Context: an optimization exercise on an open-source flow, tuned for a short achievable clock period and few clock cycles per item. The choices shown serve that exercise and are no tape-out recipe. Function was not checked in any run shown here: the RTL went through the layout flow alone. Power is estimated from default activity; no workload was simulated.

--- run.sh ---
#!/bin/bash
# synth_recipe.tcl (not shown) runs the flow's synth.tcl, then flattens the netlist and writes it again
# the make line also repeats each setting of config.mk as NAME=value (left out here)
make -C /OpenROAD-flow-scripts/flow DESIGN_CONFIG=/design/flow/config.mk WORK_HOME=/design/flow/orfs CLKGATE_MAP_FILE= SYNTH_SCRIPT=/design/flow/synth_recipe.tcl finish
--- config.mk ---
export PLATFORM = sky130hd
export DESIGN_NAME = lcc_core
export DESIGN_NICKNAME = lcc_core
export VERILOG_FILES = /design/flow/design.v
export SDC_FILE = /design/flow/constraint.sdc
export NUM_CORES = 4
export LEC_CHECK = 0
export CAP_MARGIN = 20
export CORE_MARGIN = 2
export CORE_UTILIZATION = 40
export SETUP_SLACK_MARGIN = 2.0
export SLEW_MARGIN = 20
export TNS_END_PERCENT = 100
--- constraint.sdc ---
create_clock -name core_clock -period 3.2 [get_ports {clk}]
set_input_delay 0.6400 -clock core_clock [delete_from_list [all_inputs] [get_ports {clk}]]
set_output_delay 0.6400 -clock core_clock [all_outputs]
set_load 0.01 [all_outputs]
--- design.v ---
module lcc_core (
    input  wire        clk,
    input  wire        rst,         
    input  wire        cmd_valid,
    output wire        cmd_ready,
    input  wire [7:0]  cmd,
    input  wire [15:0] din,
    output reg         rsp_valid,
    output reg  [15:0] dout,
    output reg  [1:0]  rsp
);
    integer j;
    reg        pol;
    reg        prev;
    reg        err;
    reg        ill;
    reg [15:0] cnt;
    reg ready;
    assign cmd_ready = ready;
    reg        va;
    reg [7:0]  ca;
    reg [15:0] da;
    always @(posedge clk) begin
        ready <= ~rst;
        va    <= cmd_valid & ready & ~rst;
        ca    <= cmd;
        da    <= din;
    end
    wire [3:0] op_a = ca[7:4];
    wire [1:0] w_a  = ca[3:2];
    wire [1:0] z_a  = ca[1:0];
    wire [3:0] k_a  = ca[3:0];
    reg legal_a;
    always @* begin
        case (op_a)
            4'h0:    legal_a = (k_a == 4'd0);
            4'hB:    legal_a = (k_a <= 4'd4);
            4'hC:    legal_a = (k_a <= 4'd3);
            4'h1, 4'h2, 4'h3, 4'h5, 4'h6, 4'h7, 4'h8, 4'h9:
                     legal_a = (z_a == 2'b00) && (w_a != 2'b11);
            4'h4, 4'hA:
                     legal_a = (z_a == 2'b00) && (w_a == 2'b10);
            default: legal_a = 1'b0;
        endcase
    end
    wire        lv_a   = va & ~rst & legal_a;
    wire [15:0] oph_a  = lv_a ? (16'h0001 << op_a) : 16'h0000;
    wire [4:0]  kh_a   = 5'b00001 << k_a[2:0];      
    wire [7:0] dmask_a = (w_a == 2'b00) ? 8'h01 : (w_a == 2'b01) ? 8'h0F : 8'hFF;
    wire [7:0] dm_a = da[7:0] & dmask_a;     
    wire [7:0] dn_a = ~da[7:0] & dmask_a;    
    reg [7:0] s_a, u_a;
    reg [7:0] eq_a;                         
    reg [7:0] bl_a;                         
    always @* begin
        for (j = 0; j < 8; j = j + 1) begin
            s_a[j]  = ^(dm_a >> j);
            u_a[j]  = ^(dn_a >> j);
            eq_a[j] = ~(da[2*j+1] ^ da[2*j]);
        end
        for (j = 0; j < 7; j = j + 1)
            bl_a[j] = ~(da[2*j+1] ^ da[2*j+2]);
        bl_a[7] = 1'b0;
    end
    wire mal_a    = |(eq_a & dmask_a);
    wire brest_a  = |(bl_a & (dmask_a >> 1));
    wire xtop_a   = (w_a == 2'b00) ? da[1] : (w_a == 2'b01) ? da[7] : da[15];
    reg        vb;
    reg        ill_b;                       
    reg [15:0] oh_b;                        
    reg [4:0]  kh_b;
    reg [7:0]  dmask_b;
    reg [15:0] db;
    reg [7:0]  s_b, u_b;
    reg        mal_b, brest_b, xtop_b;
    always @(posedge clk) begin
        vb      <= va & ~rst;
        ill_b   <= va & ~rst & ~legal_a;
        oh_b    <= oph_a;
        kh_b    <= kh_a;
        dmask_b <= dmask_a;
        db      <= da;
        s_b     <= s_a;
        u_b     <= u_a;
        mal_b   <= mal_a;
        brest_b <= brest_a;
        xtop_b  <= xtop_a;
    end
    wire is_menc  = oh_b[1];
    wire is_mdec  = oh_b[2];
    wire is_mchk  = oh_b[3];
    wire is_decc  = oh_b[4];
    wire is_dmenc = oh_b[5];
    wire is_dmdec = oh_b[6];
    wire is_bmenc = oh_b[7];
    wire is_bmdec = oh_b[8];
    wire is_bmchk = oh_b[9];
    wire is_trans = oh_b[10];
    wire is_csrr  = oh_b[11];
    wire is_csrw  = oh_b[12];
    reg [15:0] emask_b;                     
    reg [7:0]  xe_b, xo_b;
    always @* begin
        for (j = 0; j < 8; j = j + 1) begin
            emask_b[2*j]   = dmask_b[j];
            emask_b[2*j+1] = dmask_b[j];
            xe_b[j]        = db[2*j];
            xo_b[j]        = db[2*j+1];
        end
    end
    wire [7:0] topm_b = dmask_b & ~(dmask_b >> 1);
    reg [15:0] menc_v, dmenc_v, bmenc_v;
    reg [7:0]  dmdec_v;
    always @* begin
        for (j = 0; j < 8; j = j + 1) begin
            menc_v[2*j]    = db[j];
            menc_v[2*j+1]  = ~db[j];
            dmenc_v[2*j]   = s_b[j];
            dmenc_v[2*j+1] = ~s_b[j];
            bmenc_v[2*j]   = u_b[j];
            bmenc_v[2*j+1] = (j == 7) ? 1'b1 : ~u_b[(j+1) % 8];
        end
        for (j = 0; j < 7; j = j + 1)
            dmdec_v[j] = ~(db[2*j+2] ^ db[2*j+1]) & dmask_b[j+1];
        dmdec_v[7] = 1'b0;
        dmdec_v = dmdec_v | (topm_b & {8{~xtop_b}});
    end
    wire bbad1 = xtop_b | brest_b;          
    wire bbad0 = ~xtop_b | brest_b;         
    wire acct  = is_mchk | is_decc | is_bmchk;
    wire setp  = is_dmdec | is_bmdec | is_bmchk | (is_csrw & kh_b[1]);
    wire [15:0] base_n =
          ({16{is_menc}}  & menc_v  & emask_b)
        | ({16{is_dmenc}} & dmenc_v & emask_b)
        | ({16{is_bmenc}} & bmenc_v & emask_b)
        | {8'h00,
             ({8{is_mdec}}  & xe_b & dmask_b)
           | ({8{is_decc & ~mal_b}} & xe_b)
           | ({8{is_dmdec}} & dmdec_v)
           | ({8{is_bmdec}} & (xo_b ^ xe_b) & dmask_b)
           | ({8{is_trans}} & {db[7], db[6:0] ^ db[7:1]})};
    wire [15:0] pm_n =
          ({16{is_dmenc | is_bmenc}} & emask_b)
        | {8'h00, {8{is_dmdec}} & topm_b}
        | {8'h00, is_trans, 6'd0, is_csrr & kh_b[1]};
    wire [15:0] qm_n =
          ({16{is_menc}} & emask_b)
        | {8'h00, {8{is_mdec}} & dmask_b}
        | {8'h00, {8{is_decc & ~mal_b}}}
        | {15'd0, is_csrr & kh_b[0]};
    wire sel_st_n   = is_csrr & kh_b[2];
    wire sel_cnt_n  = is_csrr & kh_b[3];
    wire sel_cnte_n = is_csrr & kh_b[4];
    wire r1_n = ((is_mdec | is_mchk | is_decc) & mal_b) | (is_bmchk & bbad1);
    wire r0_n = ((is_mdec | is_mchk | is_decc) & mal_b) | (is_bmchk & bbad0);
    wire pa_n = setp ? db[0]
              : is_dmenc ? ~s_b[0]
              : is_bmenc ? ~u_b[0]
              : 1'b1;
    wire pb_n = setp ? db[0]
              : is_dmenc ? s_b[0]
              : is_bmenc ? u_b[0]
              : 1'b0;
    wire errwr_n = is_csrw & kh_b[2];
    wire ekeep_n = ~errwr_n;
    wire es1_n   = errwr_n ? db[0] : ((is_mchk | is_decc) & mal_b) | (is_bmchk & bbad1);
    wire es0_n   = errwr_n ? db[0] : ((is_mchk | is_decc) & mal_b) | (is_bmchk & bbad0);
    wire i1_n    = ((is_mchk | is_decc) & ~mal_b) | (is_bmchk & ~bbad1);
    wire i0_n    = ((is_mchk | is_decc) & ~mal_b) | (is_bmchk & ~bbad0);
    wire illset_n = ill_b;
    wire illwr_n  = is_csrw & kh_b[2];
    wire polwr_n  = is_csrw & kh_b[0];
    wire cntwr_n  = is_csrw & kh_b[3];
    reg        vc;
    reg [15:0] base_c, pm_c, qm_c, wd_c;
    reg        sel_cnt_c, sel_cnte_c, sel_st_c;
    reg        r1_c, r0_c, ill_rsp_c;
    reg        pa_c, pb_c, ekeep_c, es1_c, es0_c, inc_c;
    reg        illset_c, illwr_c, polwr_c, cntwr_c;
    wire prev_nx = prev ? pa_c : pb_c;
    wire err_nx  = (err & ekeep_c) | (prev ? es1_c : es0_c);
    always @(posedge clk) begin
        vc         <= vb & ~rst;
        base_c     <= base_n;
        pm_c       <= pm_n;
        qm_c       <= qm_n;
        wd_c       <= db;
        sel_cnt_c  <= sel_cnt_n;
        sel_cnte_c <= sel_cnte_n;
        sel_st_c   <= sel_st_n;
        r1_c       <= r1_n;
        r0_c       <= r0_n;
        ill_rsp_c  <= ill_b;
        if (rst) begin
            pa_c     <= 1'b1;
            pb_c     <= 1'b0;
            ekeep_c  <= 1'b1;
            es1_c    <= 1'b0;
            es0_c    <= 1'b0;
            inc_c    <= 1'b0;
            illset_c <= 1'b0;
            illwr_c  <= 1'b0;
            polwr_c  <= 1'b0;
            cntwr_c  <= 1'b0;
        end else begin
            pa_c     <= pa_n;
            pb_c     <= pb_n;
            ekeep_c  <= ekeep_n;
            es1_c    <= es1_n;
            es0_c    <= es0_n;
            inc_c    <= (prev_nx ? i1_n : i0_n) & ~err_nx;
            illset_c <= illset_n;
            illwr_c  <= illwr_n;
            polwr_c  <= polwr_n;
            cntwr_c  <= cntwr_n;
        end
    end
    wire [15:0] cnt_inc = (&cnt) ? cnt : cnt + 16'd1;
    always @(posedge clk) begin
        if (rst) begin
            pol  <= 1'b0;
            prev <= 1'b0;
            err  <= 1'b0;
            ill  <= 1'b0;
            cnt  <= 16'h0000;
        end else begin
            if (polwr_c)
                pol <= wd_c[0];
            prev <= prev_nx;
            err  <= err_nx;
            ill  <= illset_c | (illwr_c ? wd_c[1] : ill);
            if (cntwr_c)
                cnt <= wd_c;
            else if (inc_c)
                cnt <= cnt_inc;
        end
    end
    always @(posedge clk) begin
        rsp_valid <= vc & ~rst;
        dout <= base_c
              ^ (pm_c & {16{prev}})
              ^ (qm_c & {16{pol}})
              | (cnt & {16{sel_cnt_c | (sel_cnte_c & err)}})
              | {14'd0, sel_st_c & ill, sel_st_c & err};
        rsp  <= {ill_rsp_c, prev ? r1_c : r0_c};
    end
endmodule
==> flow_metrics.env, run 1 <==
export IMPL_synth_top_cell_by_area="dfxtp_1"
export IMPL_insertion_delay_ns=0.43
export IMPL_synth_cell_types=66
export IMPL_final_nets=788
export IMPL_htree_levels=4
export IMPL_r2r_end="cnt[0]"
export IMPL_grt_pass1_vias=4894
export IMPL_fp_row_count=46
export IMPL_area_growth_syn_to_layout_pct=47.84
export IMPL_reg2reg_from="cnt[14]"
export IMPL_synth_edff_count=0
export IMPL_rsz0062_at_grt="yes"
export IMPL_end_kind="register"
export IMPL_io_buffers=46
export IMPL_grt_antenna_before_repair=0
export IMPL_min_path_type="reg -> reg"
export IMPL_dieArea_um2=16970
export IMPL_finalPower_w=0.004889
export IMPL_postCtsHoldBufs=0
export IMPL_clkTransAtPathRegs_ns=0.06
export IMPL_synth_area_um2=6376
export IMPL_syn_inst=633
export IMPL_drive_gt1_share_pct=42.88
export IMPL_drtAntennaViolNets=0
export IMPL_worst_path_max_fanout=4
export IMPL_clock_root_buffer="clkbuf_16"
export IMPL_cts_sinks=181
export IMPL_drcViolationCount=0
export IMPL_fmax_ghz=0.6280
export IMPL_routabilityCongestion=0.8648
export IMPL_synth_avg_cell_area_um2=10.07
export IMPL_hold_viol=0
export IMPL_ff_latch_area_um2=3792
export IMPL_cts_buffers=17
export IMPL_syn_num_nets=661
export IMPL_power_leakage_nw=3.840
export IMPL_cp_cell_sequence="nand4_4 > or4_4 > nand2_4 > xnor2_1 > a22o_1"
export IMPL_multi_input_area_um2=3463
export IMPL_placed_area_um2=7181
export IMPL_maxCapViolCount=0
export IMPL_finalSetupViolCount=0
export IMPL_final_max_slew_viol_count=0
export IMPL_core_um2=15710
export IMPL_postSynthRegisterBits=181
export IMPL_fillers=1200
export IMPL_ys_seq_area_share_pct=56.83
export IMPL_die_h_um=130.3
export IMPL_slowest_stage="or4_4"
export IMPL_yosysWarnings=1
export IMPL_reg2reg_depth=5
export IMPL_path_class="reg -> reg"
export IMPL_ir_worst_vdd_mv=0.3696
export IMPL_diodes=0
export IMPL_cp_required_ns=3.51
export IMPL_fin_area_um2=9427
export IMPL_dr_pass1_iters=5
export IMPL_grt_max_degree=20
export IMPL_wl_per_cell_um=16.28
export IMPL_startpoint_type="register"
export IMPL_worstHoldStart="ill_rsp_c"
export IMPL_grt_remaining_overflow=0
export IMPL_die_x_um=130.3
export IMPL_grt_pass1_wl_mm=25.10
export IMPL_clockBufferDepth=2
export IMPL_min_path_cells=0
export IMPL_start_util_pct=40.58
export IMPL_async_flop_share_pct=0
export IMPL_p_per_area_nw_per_um2=518.6
export IMPL_ys_top_cells_by_area="dfxtp_1 (57%), nand2_1 (5.0%), xnor2_1 (4.4%)"
export IMPL_tightestPinTransition_ns=0.4731
export IMPL_cts_tree="done"
export IMPL_min_to="rsp[1]"
export IMPL_period_needed_ns=1.592
export IMPL_arrival_ns=1.90
export IMPL_finClkSkew_ns=0.01010
export IMPL_synth_top_flop_cell="dfxtp_1"
export IMPL_reg2reg_slack_ns=1.61
export IMPL_vias=4921
export IMPL_outcome="timing/DRC/antenna clean"
export IMPL_drtIter0Drc=328
export IMPL_period_share_pct=49.76
export IMPL_track_usage_pct=19.30
export IMPL_synth_top_area_share_pct=56.83
export IMPL_cpPeakStageDelay_ns=0.61
export IMPL_wirelength_mm=16.09
export IMPL_setup_tns_final_ns=0
export IMPL_boundaryPins=47
export IMPL_maxSlewHeadroom_pct=68.46
export IMPL_hpwl_mm=10.39
export IMPL_via_per_inst=4.981
export IMPL_final_util_pct=59.99
==> report_power, final <==
| group | switching [W] | internal [W] | total, W | leakage [nW] |
|---|---|---|---|---|
| Clock | 0.000864 | 0.00132 | 0.00219 | 0.310 |
| Sequential | 0.0000904 | 0.00232 | 0.00241 | 1.51 |
| Combinational | 0.000122 | 0.000172 | 0.000294 | 2.02 |
==> layer usage <==
metal  share of wire [%]  routed length, µm  global-route usage, %
met1                  43               6985                  23.88
met3                 3.2                517                  4.428
met5                   0                  0                      0
met2                  52               8350                  33.14
met4                 1.5                234                  6.705
==> final cells by class <==
type | instances | area share, %
multi-input combinational | 398 | 36.74
clock buffer | 18 | 4.659
tap | 216 | 2.867
timing repair buffer | 135 | 12.40
inverter | 27 | 1.181
sequential | 181 | 40.23
clock inverter | 13 | 1.925
==> how the worst max path moves through the flow <==
stage               startpoint  endpoint  slack [ns]  cells past startpoint
finish                 cnt[14]    cnt[0]        1.61                      5
global route           cnt[14]    cnt[0]        1.57                      5
CTS                    cnt[13]    cnt[8]        1.62                      5
detailed placement         rst   oh_b[8]        0.81                      5
global placement           rst   oh_b[8]        0.92                      5
floorplan              cnt[14]    cnt[1]        1.72                      5
==> cell usage after synthesis (4+ instances only) <==
cell type / count
a211oi_1: 10
a21oi_1: 13
a221o_1: 5
a221oi_1: 6
a222oi_1: 5
a22o_1: 5
and2_1: 7
and3_1: 5
clkbuf_1: 21
dfxtp_1: 181
inv_1: 26
mux2i_1: 4
nand2_1: 85
nand2b_1: 6
nand3_1: 19
nand4_1: 7
nor2_1: 38
nor2b_1: 11
nor3_1: 11
nor3b_1: 6
o211ai_1: 6
o21ai_0: 24
o221ai_1: 5
o22ai_1: 4
xnor2_1: 32
xor2_1: 32
==> placed cells by master, fill, tap and decap left out, types with 6 or more instances in the layout <==
cell type        synthesis  final
a211oi_1                10      7
nor2b_1                 11      6
buf_4                    0     68
xor2_4                   0      7
nand2_1                 85     72
nor3_2                   0      7
nor2_1                  38     35
a21oi_1                 13      8
xnor2_1                 32     11
xnor2_2                  1     18
nand4_1                  7      7
nand2_4                  0      8
o211ai_1                 6      6
xor2_1                  32     21
nand3_1                 19     13
o21ai_0                 24     13
clkdlybuf4s50_1          0     25
dfxtp_4                  0     38
o21ai_1                  0      8
and2_1                   7      7
buf_6                    2     18
dfxtp_2                  0     21
clkbuf_16                0     17
dfxtp_1                181    122
inv_1                   26     22
buf_2                    3     18
==> logic make-up (layout without fill, tap and decap cells) <==
kind of cell,count (synthesis),in the layout,share of synthesized area (%)
compound gates,115,115,13.11
xor+xnor,66,66,9.302
fa+ha+maj,1,1,0.1962
buf+inv,54,193,3.611
flops,181,181,56.83
mux,6,6,1.158
simple gates,210,210,15.80
==> metrics by stage <==
step	hold slack, ns	instances	worst slack [ns]
detailed placement	0.3231	869	0.8142
floorplan	0.3096	633	1.716
global route	0.3420	988	1.573
finish	0.3334	988	1.608
CTS	0.3383	972	1.623
global placement	0.3106	869	0.9195
==> critical path, delay by kind of cell, from the launching register on <==
family	cells	cell delay [ns]
flip-flops	1	0.38
AND/OR/NAND/NOR	3	0.84
AO/OA/AOI/OAI	1	0.19
XOR/XNOR	1	0.08
==> sequential cells by signal (all words and copies together) (netlist names), 2 cells and up <==
name     count
rsp          2
qm_c         5
kh_b         5
dout        16
dmask_b      2
wd_c        16
base_c      16
u_b          8
da          16
oh_b        12
db          16
s_b          8
cnt         16
pm_c         6
ca           8
==> what timing repair did <==
action / in CTS / in global routing
buffers inserted: 72 / 16
hold endpoints to repair: 0 / 0
setup endpoints to repair: 110 / 90
pin swaps: 53 / 67
resized for setup: 240 / 84
==> run 2, diff against run 1 <==
--- a/config.mk
+++ b/config.mk
@@ -8,6 +8,6 @@
 export CAP_MARGIN = 20
 export CORE_MARGIN = 2
 export CORE_UTILIZATION = 40
-export SETUP_SLACK_MARGIN = 2.0
+export SETUP_SLACK_MARGIN = 2.5
 export SLEW_MARGIN = 20
 export TNS_END_PERCENT = 100
==> flow_metrics.env, run 2 <==
export IMPL_synthTopCellsByCount="dfxtp_1 (181), nand2_1 (85), nor2_1 (38), xnor2_1 (32), xor2_1 (32)"
export IMPL_area_growth_syn_to_layout_pct=60.50
export IMPL_routabilityCongestion=0.8546
export IMPL_min_path_type="in -> reg"
export IMPL_postSynthRegisterBits=181
export IMPL_grt_max_degree=20
export IMPL_maxCapViolCount=0
export IMPL_async_flop_share_pct=0
export IMPL_drive_gt1_share_pct=52.32
export IMPL_wl_per_cell_um=16.87
export IMPL_start_util_pct=40.58
export IMPL_wirelength_mm=17.13
export IMPL_r2r_end="cnt[3]"
export IMPL_cts_tree="done"
export IMPL_power_share_clock_pct=42.4
export IMPL_p_per_area_nw_per_um2=472.0
export IMPL_syn_num_nets=661
export IMPL_cp_required_ns=3.51
export IMPL_min_path_cells=1
export IMPL_drcViolationCount=0
export IMPL_tightestPinTransition_ns=0.4446
export IMPL_fp_row_count=46
export IMPL_period_needed_ns=1.652
export IMPL_ir_worst_vdd_mv=0.4070
export IMPL_yosysMostFrequentCell="dfxtp_1"
export IMPL_internal_power_w=0.003747
export IMPL_outcome="timing/DRC/antenna clean"
export IMPL_boundaryPins=47
export IMPL_io_buffers=46
export IMPL_final_nets=814
export IMPL_grt_pass1_vias=4980
export IMPL_end_kind="register"
export IMPL_power_frac_seq_pct=50.0
export IMPL_grt_pass1_wl_mm=25.14
export IMPL_clock_root_buffer="clkbuf_16"
export IMPL_dieArea_um2=16970
export IMPL_cts_buffers=17
export IMPL_reg2reg_slack_ns=1.55
export IMPL_worstHoldStart="din[2]"
export IMPL_arrival_ns=1.96
export IMPL_grt_remaining_overflow=0
export IMPL_core_um2=15710
export IMPL_synth_top_area_share_pct=56.83
export IMPL_final_max_slew_viol_count=0
export IMPL_worst_hold_slack_ns=0.3148
export IMPL_rsz0062_at_grt="yes"
export IMPL_worst_path_max_fanout=5
export IMPL_reg2reg_from="cnt[2]"
export IMPL_yosysWarnings=1
export IMPL_synth_top_flop_cell="dfxtp_1"
export IMPL_maxSlewHeadroom_pct=70.32
export IMPL_fmax_ghz=0.6054
export IMPL_drtIter0Drc=418
export IMPL_via_per_inst=5.055
export IMPL_grt_antenna_before_repair=0
export IMPL_syn_inst=633
export IMPL_finalSetupViolCount=0
export IMPL_synth_edff_count=0
export IMPL_netSwitchingFraction_pct=22.41
export IMPL_power_leakage_nw=4.164
export IMPL_ys_seq_area_share_pct=56.83
export IMPL_pwr_share_comb_pct=7.5
export IMPL_clockBufferDepth=2
export IMPL_hpwl_mm=10.34
export IMPL_track_usage_pct=19.54
export IMPL_period_share_pct=51.62
export IMPL_setup_tns_final_ns=0
export IMPL_vias=5131
export IMPL_dr_pass1_iters=7
export IMPL_synth_avg_cell_area_um2=10.07
export IMPL_final_common_cell="dfxtp_1"
export IMPL_clkTransAtPathRegs_ns=0.06
export IMPL_reg2reg_depth=5
export IMPL_insertion_delay_ns=0.43
export IMPL_path_class="reg -> reg"
export IMPL_synth_area_um2=6376
export IMPL_htree_levels=4
export IMPL_finClkSkew_ns=0.01191
export IMPL_cts_sinks=181
export IMPL_die_h_um=130.3
export IMPL_synth_cell_types=66
export IMPL_ys_top_cells_by_area="dfxtp_1 (57%), nand2_1 (5.0%), xnor2_1 (4.4%)"
export IMPL_drtAntennaViolNets=0
export IMPL_synth_top_cell_by_area="dfxtp_1"
export IMPL_startpoint_type="register"
export IMPL_p_switching_w=0.001083
export IMPL_hold_viol=0
export IMPL_min_to="da[2]"
export IMPL_die_x_um=130.3
export IMPL_diodes=0
export IMPL_layout_common_cells="dfxtp_1 (101), buf_6 (64), nand2_1 (63)"
export IMPL_final_util_pct=65.13
[run 2: power groups by stage]
stage,Combinational [W],Sequential [W],Clock [W]
floorplan,0.000176,0.00244,0
global placement,0.000199,0.00247,0
detailed placement,0.000202,0.00247,0
CTS,0.000295,0.00241,0.00210
global route,0.000387,0.00242,0.00219
finish,0.000365,0.00242,0.00205
[run 2: metal layers]
layer,global-route usage (%),up-vias,routed length (µm)
li1,-,2487,-
met1,23.25,2424,7127
met2,33.26,170,8756
met3,3.485,50,629
met4,11.26,0,613
met5,0,-,0
[run 2: cell type report]
class,count,area [µm²]
timing repair buffer,161,1688
tap,216,270.3
inverter,27,128.9
clock inverter,10,121.4
multi-input combinational,398,3735
fill,1138,5479
clock buffer,22,474.2
sequential,181,3816
[run 2: worst max-delay path by stage]
stage | from | endpoint | slack (ns) | cells past startpoint
3_3_place_gp | rst | oh_b[8] | 0.81 | 5
2_1_floorplan | cnt[14] | cnt[1] | 1.72 | 5
5_1_grt | cnt[3] | cnt[3] | 1.50 | 5
3_5_place_dp | rst | oh_b[8] | 0.72 | 5
6_report | cnt[2] | cnt[3] | 1.55 | 5
4_1_cts | cnt[1] | cnt[1] | 1.57 | 6
[run 2: per-stage QoR]
step	worst slack [ns]	power [W]	cell area [µm²]	instances
after detailed placement	0.7217	0.002677	7470	871
final	1.548	0.004830	10230	1015
after global routing	1.498	0.005002	10230	1015
after floorplan	1.716	0.002611	7033	633
after global placement	0.8068	0.002673	7470	871
after CTS	1.575	0.004802	9448	983
[run 2: cells by family after synthesis]
group                      share of synthesized area, %
AOI/OAI and AO/OA                                 13.11
DFF                                               56.83
buffers and inverters                             3.611
muxes                                             1.158
xor gates and xnor gates                          9.302
adders and majority gates                        0.1962
and+or+nand+nor                                   15.80
[run 2: critical path, stage by stage, from the launching register on]
cell and delay, ns:
dfxtp_4 0.37, nand4_1 0.18, or4_4 0.59, nand3_2 0.12, xor2_1 0.18, a211oi_1 0.09
[run 2: timing repair]
| item | in CTS | in global routing |
|---|---|---|
| hold buffers | 0 | 0 |
| resized for setup | 302 | 100 |
| endpoints found under the setup margin | 150 | 145 |
| buffers inserted | 80 | 32 |
| pin swaps | 97 | 69 |
==> run 3, diff against run 2 <==
--- a/design.v
+++ b/design.v
@@ -15,6 +15,7 @@
     reg        err;
     reg        ill;
     reg [15:0] cnt;
+    reg        full;                        
     reg ready;
     assign cmd_ready = ready;
     reg        va;
@@ -127,7 +128,6 @@
     end
     wire bbad1 = xtop_b | brest_b;          
     wire bbad0 = ~xtop_b | brest_b;         
-    wire acct  = is_mchk | is_decc | is_bmchk;
     wire setp  = is_dmdec | is_bmdec | is_bmchk | (is_csrw & kh_b[1]);
     wire [15:0] base_n =
           ({16{is_menc}}  & menc_v  & emask_b)
@@ -177,6 +177,7 @@
     reg        r1_c, r0_c, ill_rsp_c;
     reg        pa_c, pb_c, ekeep_c, es1_c, es0_c, inc_c;
     reg        illset_c, illwr_c, polwr_c, cntwr_c;
+    reg        wdfull_c;                    
     wire prev_nx = prev ? pa_c : pb_c;
     wire err_nx  = (err & ekeep_c) | (prev ? es1_c : es0_c);
     always @(posedge clk) begin
@@ -185,6 +186,7 @@
         pm_c       <= pm_n;
         qm_c       <= qm_n;
         wd_c       <= db;
+        wdfull_c   <= &db;
         sel_cnt_c  <= sel_cnt_n;
         sel_cnte_c <= sel_cnte_n;
         sel_st_c   <= sel_st_n;
@@ -215,7 +217,8 @@
             cntwr_c  <= cntwr_n;
         end
     end
-    wire [15:0] cnt_inc = (&cnt) ? cnt : cnt + 16'd1;
+    wire        do_inc  = inc_c & ~full;
+    wire [15:0] cnt_inc = cnt + 16'd1;
     always @(posedge clk) begin
         if (rst) begin
             pol  <= 1'b0;
@@ -223,16 +226,20 @@
             err  <= 1'b0;
             ill  <= 1'b0;
             cnt  <= 16'h0000;
+            full <= 1'b0;
         end else begin
             if (polwr_c)
                 pol <= wd_c[0];
             prev <= prev_nx;
             err  <= err_nx;
             ill  <= illset_c | (illwr_c ? wd_c[1] : ill);
-            if (cntwr_c)
-                cnt <= wd_c;
-            else if (inc_c)
-                cnt <= cnt_inc;
+            if (cntwr_c) begin
+                cnt  <= wd_c;
+                full <= wdfull_c;
+            end else if (do_inc) begin
+                cnt  <= cnt_inc;
+                full <= (cnt == 16'hFFFE);
+            end
         end
     end
     always @(posedge clk) begin
--- a/config.mk
+++ b/config.mk
@@ -8,6 +8,6 @@
 export CAP_MARGIN = 20
 export CORE_MARGIN = 2
 export CORE_UTILIZATION = 40
-export SETUP_SLACK_MARGIN = 2.5
+export SETUP_SLACK_MARGIN = 2.0
 export SLEW_MARGIN = 20
 export TNS_END_PERCENT = 100
==> flow_metrics.env, run 3 <==
export IMPL_track_usage_pct=18.73
export IMPL_p_switching_w=0.001083
export IMPL_period_needed_ns=1.497
export IMPL_dr_pass1_iters=5
export IMPL_grt_pass1_vias=4644
export IMPL_syn_inst=625
export IMPL_wirelength_mm=15.89
export IMPL_grt_pass1_wl_mm=24.32
export IMPL_yosysMostFrequentCell="dfxtp_1"
export IMPL_end_kind="output port"
export IMPL_ys_seq_area_share_pct=57.05
export IMPL_cts_tree="done"
export IMPL_io_buffers=46
export IMPL_synth_edff_count=0
export IMPL_setup_tns_final_ns=0
export IMPL_synth_top_flop_cell="dfxtp_1"
export IMPL_arrival_ns=0.86
export IMPL_path_class="reg -> out"
export IMPL_period_share_pct=46.77
export IMPL_timing_final_ws_setup_ns=1.703
export IMPL_via_per_inst=4.921
export IMPL_critical_path_top_delay_family="flip-flops"
export IMPL_pwr_share_comb_pct=6.5
export IMPL_dieArea_um2=17080
export IMPL_diodes=0
export IMPL_drcViolationCount=0
export IMPL_grt_remaining_overflow=0
export IMPL_cts_buffers=17
export IMPL_die_h_um=130.7
export IMPL_ir_worst_vdd_mv=0.4364
export IMPL_finClkSkew_ns=0.006302
export IMPL_wl_per_cell_um=16.40
export IMPL_power_share_clock_pct=44.0
export IMPL_final_util_pct=58.09
export IMPL_synth_top_area_share_pct=57.05
export IMPL_final_nets=777
export IMPL_rsz0062_at_grt="yes"
export IMPL_finalPower_w=0.004908
export IMPL_synth_top_cell_by_area="dfxtp_1"
export IMPL_worst_path_max_fanout=2
export IMPL_path_buf_inv=1
export IMPL_postSynthRegisterBits=183
export IMPL_routabilityCongestion=0.7994
export IMPL_area_growth_syn_to_layout_pct=42.67
export IMPL_htree_levels=4
export IMPL_finalSetupViolCount=0
export IMPL_min_path_type="reg -> reg"
export IMPL_drtAntennaViolNets=0
export IMPL_clockBufferDepth=2
export IMPL_grt_max_degree=28
export IMPL_grt_antenna_before_repair=0
export IMPL_synth_avg_cell_area_um2=10.27
export IMPL_postCtsHoldBufs=0
export IMPL_maxCapViolCount=0
export IMPL_async_flop_share_pct=0
export IMPL_fin_area_um2=9161
export IMPL_vias=4768
export IMPL_hold_viol=0
export IMPL_core_um2=15770
export IMPL_synth_cell_types=54
export IMPL_slowest_stage="dfxtp_2"
export IMPL_drtIter0Drc=353
export IMPL_cp_required_ns=2.56
export IMPL_synthTopCellsByCount="dfxtp_1 (183), nand2_1 (77), nor2_1 (40), xnor2_1 (40), xor2_1 (25)"
export IMPL_startpoint_type="register"
export IMPL_cpPeakStageDelay_ns=0.32
export IMPL_cts_sinks=183
export IMPL_layout_common_cells="dfxtp_1 (124), nand2_1 (63), buf_4 (53)"
export IMPL_drive_gt1_share_pct=39.31
export IMPL_fp_row_count=46
export IMPL_synth_area_um2=6421
export IMPL_yosysWarnings=1
export IMPL_insertion_delay_ns=0.43
export IMPL_netSwitchingFraction_pct=22.06
export IMPL_start_util_pct=40.72
export IMPL_power_frac_seq_pct=49.5
export IMPL_clock_root_buffer="clkbuf_16"
export IMPL_placed_area_um2=7192
export IMPL_power_leakage_nw=3.815
export IMPL_dp_slack_ns=1.205
export IMPL_hpwl_mm=10.13
export IMPL_clkTransAtPathRegs_ns=0.06
export IMPL_boundaryPins=47
export IMPL_tightestPinTransition_ns=0.5899
export IMPL_syn_num_nets=662
export IMPL_ys_top_cells_by_area="dfxtp_1 (57%), xnor2_1 (5.5%), nand2_1 (4.5%)"
export IMPL_outcome="timing/DRC/antenna clean"
export IMPL_internal_power_w=0.003826
export IMPL_final_common_cell="dfxtp_1"
export IMPL_cp_cell_sequence="buf_6"
export IMPL_p_per_area_nw_per_um2=535.8
export IMPL_final_max_slew_viol_count=0
export IMPL_die_x_um=130.7
export IMPL_fmax_ghz=0.6682
export IMPL_maxSlewHeadroom_pct=60.67
-- run 3: cell count changes in the layout (fill, tap and decap cells not counted), moves of 11 or more --
cell	delta
dlygate4sd2_1	-11
buf_2	+14
dfxtp_1	+23
buf_6	-41
nand3_1	+12
dfxtp_2	-14
clkdlybuf4s50_1	+21
xnor2_1	+11
-- run 3: stage by stage --
stage,hold WS [ns],cells
global placement,0.3127,864
floorplan,0.3096,625
global route,0.3452,969
detailed placement,0.3193,864
CTS,0.3345,947
finish,0.3295,969
-- run 3: cell families after synthesis --
kind of cell    after synthesis  synth area share (%)
compound gates               89                 9.704
fa+ha+maj                    10                 1.949
buf+inv                      47                 2.923
mux                          15                 2.552
xor+xnor                     69                 9.879
simple gates                212                 15.94
flops                       183                 57.05
-- run 3: path summary, 6_finish.rpt --
path	from	to	slack (ns)	depth (start not counted)
worst max register to register	full	full	1.73	6
worst min register to register	ill_rsp_c	rsp[1]	0.33	0
worst max-delay path	ready	cmd_ready	1.70	1
worst min-delay path	ill_rsp_c	rsp[1]	0.33	0
-- run 3: cell type report --
class                   count  area, µm²
well taps                 216      270.3
repair buffers            120       1060
flip-flops and latches    183       3812
inverters                  23      98.84
fillers                  1283       6609
clock buffers              22      474.2
clock inverters            10      143.9
multi-input cells         395       3302
-- run 3: layer usage --
layer  GRT usage (%)  wire length, µm  vias up
li1                -                -     2349
met1           23.29             7110     2282
met2           31.19             7890      114
met3           4.927              596       23
met4           7.384              293        0
met5               0                0        -
-- run 3: timing repair --
action | in CTS | in global routing
endpoints found under the setup margin | 110 | 92
setup buffers | 51 | 22
pin swaps | 52 | 43
gates resized for setup | 206 | 112
-- run 3: power by group through the flow --
stage          clock, W  sequential (W)  combinational [W]
2_1_floorplan         0         0.00246           0.000149
3_3_place_gp          0         0.00250           0.000187
3_5_place_dp          0         0.00250           0.000191
4_1_cts         0.00219         0.00243           0.000257
6_report        0.00216         0.00243           0.000317
5_1_grt         0.00229         0.00244           0.000342
==> run 4, diff against run 3 <==
--- a/design.v
+++ b/design.v
@@ -16,6 +16,7 @@
     reg        ill;
     reg [15:0] cnt;
     reg        full;                        
+    reg        lofull;                      
     reg ready;
     assign cmd_ready = ready;
     reg        va;
@@ -66,6 +67,33 @@
     wire mal_a    = |(eq_a & dmask_a);
     wire brest_a  = |(bl_a & (dmask_a >> 1));
     wire xtop_a   = (w_a == 2'b00) ? da[1] : (w_a == 2'b01) ? da[7] : da[15];
+    wire [15:0] opl_a = legal_a ? (16'h0001 << op_a) : 16'h0000;
+    reg  [15:0] emask_a;                    
+    reg  [7:0]  xe_a, xo_a;
+    always @* begin
+        for (j = 0; j < 8; j = j + 1) begin
+            emask_a[2*j]   = dmask_a[j];
+            emask_a[2*j+1] = dmask_a[j];
+            xe_a[j]        = da[2*j];
+            xo_a[j]        = da[2*j+1];
+        end
+    end
+    wire [7:0] topm_a = dmask_a & ~(dmask_a >> 1);    
+    reg  [15:0] menc_a;
+    always @* for (j = 0; j < 8; j = j + 1) begin
+        menc_a[2*j]   = da[j];
+        menc_a[2*j+1] = ~da[j];
+    end
+    wire [7:0] dmdec_a = (bl_a & (dmask_a >> 1)) | (topm_a & {8{~xtop_a}});
+    wire [15:0] npar_a =
+          ({16{opl_a[1]}} & menc_a & emask_a)
+        | {8'h00,
+             ({8{opl_a[2]}}  & xe_a & dmask_a)
+           | ({8{opl_a[4] & ~mal_a}} & xe_a)
+           | ({8{opl_a[6]}}  & dmdec_a)
+           | ({8{opl_a[8]}}  & (xo_a ^ xe_a) & dmask_a)
+           | ({8{opl_a[10]}} & {da[7], da[6:0] ^ da[7:1]})};
+    reg [15:0] npar_b;
     reg        vb;
     reg        ill_b;                       
     reg [15:0] oh_b;                        
@@ -76,6 +104,7 @@
     reg        mal_b, brest_b, xtop_b;
     always @(posedge clk) begin
         vb      <= va & ~rst;
+        npar_b  <= npar_a;
         ill_b   <= va & ~rst & ~legal_a;
         oh_b    <= oph_a;
         kh_b    <= kh_a;
@@ -100,45 +129,28 @@
     wire is_csrr  = oh_b[11];
     wire is_csrw  = oh_b[12];
     reg [15:0] emask_b;                     
-    reg [7:0]  xe_b, xo_b;
     always @* begin
         for (j = 0; j < 8; j = j + 1) begin
             emask_b[2*j]   = dmask_b[j];
             emask_b[2*j+1] = dmask_b[j];
-            xe_b[j]        = db[2*j];
-            xo_b[j]        = db[2*j+1];
         end
     end
     wire [7:0] topm_b = dmask_b & ~(dmask_b >> 1);
-    reg [15:0] menc_v, dmenc_v, bmenc_v;
-    reg [7:0]  dmdec_v;
-    always @* begin
-        for (j = 0; j < 8; j = j + 1) begin
-            menc_v[2*j]    = db[j];
-            menc_v[2*j+1]  = ~db[j];
+    reg [15:0] dmenc_v, bmenc_v;
+    always @* begin
+        for (j = 0; j < 8; j = j + 1) begin
             dmenc_v[2*j]   = s_b[j];
             dmenc_v[2*j+1] = ~s_b[j];
             bmenc_v[2*j]   = u_b[j];
             bmenc_v[2*j+1] = (j == 7) ? 1'b1 : ~u_b[(j+1) % 8];
         end
-        for (j = 0; j < 7; j = j + 1)
-            dmdec_v[j] = ~(db[2*j+2] ^ db[2*j+1]) & dmask_b[j+1];
-        dmdec_v[7] = 1'b0;
-        dmdec_v = dmdec_v | (topm_b & {8{~xtop_b}});
     end
     wire bbad1 = xtop_b | brest_b;          
     wire bbad0 = ~xtop_b | brest_b;         
     wire setp  = is_dmdec | is_bmdec | is_bmchk | (is_csrw & kh_b[1]);
-    wire [15:0] base_n =
-          ({16{is_menc}}  & menc_v  & emask_b)
+    wire [15:0] base_n = npar_b
         | ({16{is_dmenc}} & dmenc_v & emask_b)
-        | ({16{is_bmenc}} & bmenc_v & emask_b)
-        | {8'h00,
-             ({8{is_mdec}}  & xe_b & dmask_b)
-           | ({8{is_decc & ~mal_b}} & xe_b)
-           | ({8{is_dmdec}} & dmdec_v)
-           | ({8{is_bmdec}} & (xo_b ^ xe_b) & dmask_b)
-           | ({8{is_trans}} & {db[7], db[6:0] ^ db[7:1]})};
+        | ({16{is_bmenc}} & bmenc_v & emask_b);
     wire [15:0] pm_n =
           ({16{is_dmenc | is_bmenc}} & emask_b)
         | {8'h00, {8{is_dmdec}} & topm_b}
@@ -178,6 +190,7 @@
     reg        pa_c, pb_c, ekeep_c, es1_c, es0_c, inc_c;
     reg        illset_c, illwr_c, polwr_c, cntwr_c;
     reg        wdfull_c;                    
+    reg        wdlofull_c;                  
     wire prev_nx = prev ? pa_c : pb_c;
     wire err_nx  = (err & ekeep_c) | (prev ? es1_c : es0_c);
     always @(posedge clk) begin
@@ -187,6 +200,7 @@
         qm_c       <= qm_n;
         wd_c       <= db;
         wdfull_c   <= &db;
+        wdlofull_c <= &db[7:0];
         sel_cnt_c  <= sel_cnt_n;
         sel_cnte_c <= sel_cnte_n;
         sel_st_c   <= sel_st_n;
@@ -218,7 +232,7 @@
         end
     end
     wire        do_inc  = inc_c & ~full;
-    wire [15:0] cnt_inc = cnt + 16'd1;
+    wire [15:0] cnt_inc = {cnt[15:8] + {7'd0, lofull}, cnt[7:0] + 8'd1};
     always @(posedge clk) begin
         if (rst) begin
             pol  <= 1'b0;
@@ -227,6 +241,7 @@
             ill  <= 1'b0;
             cnt  <= 16'h0000;
             full <= 1'b0;
+            lofull <= 1'b0;
         end else begin
             if (polwr_c)
                 pol <= wd_c[0];
@@ -236,9 +251,11 @@
             if (cntwr_c) begin
                 cnt  <= wd_c;
                 full <= wdfull_c;
+                lofull <= wdlofull_c;
             end else if (do_inc) begin
                 cnt  <= cnt_inc;
                 full <= (cnt == 16'hFFFE);
+                lofull <= (cnt[7:0] == 8'hFE);
             end
         end
     end
==> flow_metrics.env, run 4 <==
export IMPL_cpPeakStageDelay_ns=0.35
export IMPL_wl_per_cell_um=16.90
export IMPL_slowest_stage="dfxtp_4"
export IMPL_synthTopCellsByCount="dfxtp_1 (201), nand2_1 (75), nor2_1 (44), xnor2_1 (36)"
export IMPL_multi_input_area_um2=3627
export IMPL_postSynthRegisterBits=201
export IMPL_cts_tree="done"
export IMPL_clkTransAtPathRegs_ns=0.06
export IMPL_dr_pass1_iters=5
export IMPL_period_share_pct=54.10
export IMPL_drcViolationCount=0
export IMPL_drtAntennaViolNets=0
export IMPL_drtIter0Drc=371
export IMPL_drive_gt1_share_pct=35.48
export IMPL_p_switching_w=0.001226
export IMPL_routabilityCongestion=0.8541
export IMPL_grtUsageMet2_pct=31.40
export IMPL_startpoint_type="register"
export IMPL_syn_num_nets=712
export IMPL_htree_levels=1
export IMPL_final_common_cell="dfxtp_1"
export IMPL_final_max_slew_viol_count=0
export IMPL_ys_seq_area_share_pct=56.59
export IMPL_final_nets=825
export IMPL_yosysWarnings=1
export IMPL_track_usage_pct=18.32
export IMPL_reg2reg_from="ca[7]"
export IMPL_busiest_layer="met2"
export IMPL_path_class="reg -> reg"
export IMPL_maxSlewHeadroom_pct=68.85
export IMPL_fp_row_count=48
export IMPL_ir_worst_vdd_mv=0.3576
export IMPL_critical_path_top_delay_family="compound AO/OA/AOI/OAI gates"
export IMPL_power_leakage_nw=4.102
export IMPL_start_util_pct=40.97
export IMPL_fillers=1395
export IMPL_dp_slack_ns=1.024
export IMPL_synth_top_flop_cell="dfxtp_1"
export IMPL_grt_pass1_wl_mm=26.78
export IMPL_vias=5249
export IMPL_worst_path_max_fanout=8
export IMPL_end_kind="register"
export IMPL_cts_buffers=21
export IMPL_synth_avg_cell_area_um2=10.44
export IMPL_synth_area_um2=7111
export IMPL_grt_antenna_before_repair=0
export IMPL_yosysMostFrequentCell="dfxtp_1"
export IMPL_min_to="rsp[1]"
export IMPL_p_per_area_nw_per_um2=549.7
export IMPL_path_buf_inv=3
export IMPL_tightestPinTransition_ns=0.4666
export IMPL_async_flop_share_pct=0
export IMPL_fmax_ghz=0.5777
export IMPL_grt_use_met3_pct=3.054
export IMPL_power_frac_seq_pct=49.0
export IMPL_reg2reg_depth=7
export IMPL_cts_sinks=201
export IMPL_timing_final_ws_setup_ns=1.469
export IMPL_internal_power_w=0.004228
export IMPL_clock_root_buffer="clkbuf_16"
export IMPL_layout_common_cells="dfxtp_1 (159), nand2_1 (62), buf_4 (46)"
export IMPL_syn_inst=681
export IMPL_pwr_share_comb_pct=7.6
export IMPL_die_x_um=137.3
export IMPL_finalSetupViolCount=0
export IMPL_core_um2=17360
export IMPL_io_buffers=46
export IMPL_diodes=0
export IMPL_min_path_type="reg -> reg"
export IMPL_grt_max_degree=33
export IMPL_outcome="timing/DRC/antenna clean"
export IMPL_worstHoldStart="ill_rsp_c"
export IMPL_grt_pass1_vias=5161
export IMPL_insertion_delay_ns=0.49
export IMPL_synth_edff_count=0
export IMPL_power_share_clock_pct=43.4
export IMPL_cp_cell_sequence="buf_4 > buf_4 > a2bb2oi_2 > o211a_4 > buf_4 > o2111ai_2 > nand2_1"
export IMPL_clockBufferDepth=3
export IMPL_finClkSkew_ns=0.01023
export IMPL_ys_top_cells_by_area="dfxtp_1 (57%), xnor2_1 (4.4%), nand2_1 (4.0%)"
export IMPL_wirelength_mm=17.43
export IMPL_min_path_cells=0
export IMPL_postCtsHoldBufs=0
export IMPL_via_per_inst=5.091
export IMPL_cp_required_ns=3.56
export IMPL_synth_top_area_share_pct=56.59
export IMPL_netSwitchingFraction_pct=22.48
export IMPL_synth_top_cell_by_area="dfxtp_1"
export IMPL_grt_use_met1_pct=23.31
export IMPL_grt_remaining_overflow=0
export IMPL_synth_cell_types=73
export IMPL_dieArea_um2=18860
export IMPL_hpwl_mm=11.41
export IMPL_hold_viol=0
export IMPL_path_common_cell="buf_4"
export IMPL_boundaryPins=47
export IMPL_ff_latch_area_um2=4126
export IMPL_rsz0062_at_grt="yes"
export IMPL_die_h_um=137.3
export IMPL_setup_tns_final_ns=0
export IMPL_area_growth_syn_to_layout_pct=39.54
export IMPL_reg2reg_slack_ns=1.47
export IMPL_period_needed_ns=1.731
export IMPL_maxCapViolCount=0
export IMPL_arrival_ns=2.09
export IMPL_r2r_end="npar_b[2]"
[run 4: area by class of cell]
class | count | share of cell area [%]
Clock buffer | 28 | 5.763
Clock inverter | 7 | 0.9962
Inverter | 19 | 0.8953
Multi-Input combinational cell | 430 | 36.56
Sequential cell | 201 | 41.59
Tap cell | 225 | 2.837
Timing Repair Buffer | 121 | 11.36
[run 4: timing repair]
action | CTS | global route
gates cloned | 4 | 1
buffers inserted | 45 | 20
pin swaps | 61 | 48
setup endpoints to repair | 111 | 107
hold endpoints to repair | 0 | 0
gates resized for setup | 212 | 88
[run 4: per-layer routing]
metal / part of all wire, % / wire length (µm)
met1: 43 / 7440
met5: 0 / 0
met4: 1.9 / 325
met2: 51 / 8873
met3: 4.5 / 786
[run 4: worst max-delay path by stage]
| stage | from | to | slack (ns) | cells past startpoint |
|---|---|---|---|---|
| after detailed placement | rst | oh_b[2] | 1.02 | 4 |
| after floorplan | ca[7] | oh_b[9] | 1.57 | 6 |
| final | ca[7] | npar_b[2] | 1.47 | 7 |
| after global routing | ca[7] | npar_b[2] | 1.43 | 7 |
| after CTS | ca[7] | oh_b[2] | 1.42 | 6 |
| after global placement | rst | oh_b[6] | 1.09 | 5 |
[run 4: cells by family after synthesis]
kind of cell | Yosys count | synth area share (%)
and+or+nand+nor | 234 | 17.44
DFF | 201 | 56.59
AOI/OAI and AO/OA | 118 | 11.86
xor gates and xnor gates | 62 | 8.323
buffers and inverters | 50 | 3.203
muxes | 12 | 1.883
adders and majority gates | 4 | 0.7039
[run 4: power groups by stage]
| stage | Sequential (W) | Combinational, W | Clock [W] |
|---|---|---|---|
| after floorplan | 0.00269 | 0.000192 | 0 |
| after global placement | 0.00273 | 0.000238 | 0 |
| after detailed placement | 0.00274 | 0.000240 | 0 |
| after CTS | 0.00267 | 0.000351 | 0.00242 |
| after global routing | 0.00268 | 0.000443 | 0.00251 |
| final | 0.00267 | 0.000416 | 0.00236 |
[run 4: through the flow]
step	util, %	std cells	power [W]	instance area (µm²)	hold slack, ns
finish	57.17	1031	0.005454	9922	0.3260
CTS	53.89	1010	0.005439	9353	0.3277
detailed placement	45.19	926	0.002978	7844	0.3136
global placement	45.19	926	0.002971	7844	0.3128
global route	57.17	1031	0.005634	9922	0.3412
floorplan	-	681	0.002886	7259	0.3096

==> afterwards: timing with drivers on the ports <==
In the flow no input, the clock included, has a driving cell. The finished layouts below were timed again as built, in two steps.
Step 1 (the two cells are an assumption about what drives the block):
set clk [get_ports {clk}]
set_driving_cell -lib_cell sky130_fd_sc_hd__clkbuf_16 $clk
set_driving_cell -lib_cell sky130_fd_sc_hd__buf_2 [delete_from_list [all_inputs] $clk]
Step 2 moves the port delays by t, midway between the first and last clock arrival at a register: inputs arrive t later, outputs are due t later. That takes back most of the time a late clock gives input paths.
Slacks: no drivers / after step 1 / after step 2; pairs: no drivers / after step 1.
run | t, ns | setup slack, ns | worst data-port slew with drivers (ns) | pins driven straight from the clock port
run 1 | 0.466 | 1.608 / 1.608 / 1.385 | 0.03 | 1
run 2 | 0.467 | 1.548 / 1.548 / 1.477 | 0.06 | 1
run 3 | 0.470 | 1.703 / 1.658 / 1.585 | 0.04 | 1
run 4 | 0.526 | 1.469 / 1.469 / 1.453 | 0.04 | 1
After both steps every run listed still meets setup and hold. The setup slack of run 1, which loses most, moves by 0.000 ns with the drivers and by -0.223 ns with both steps.
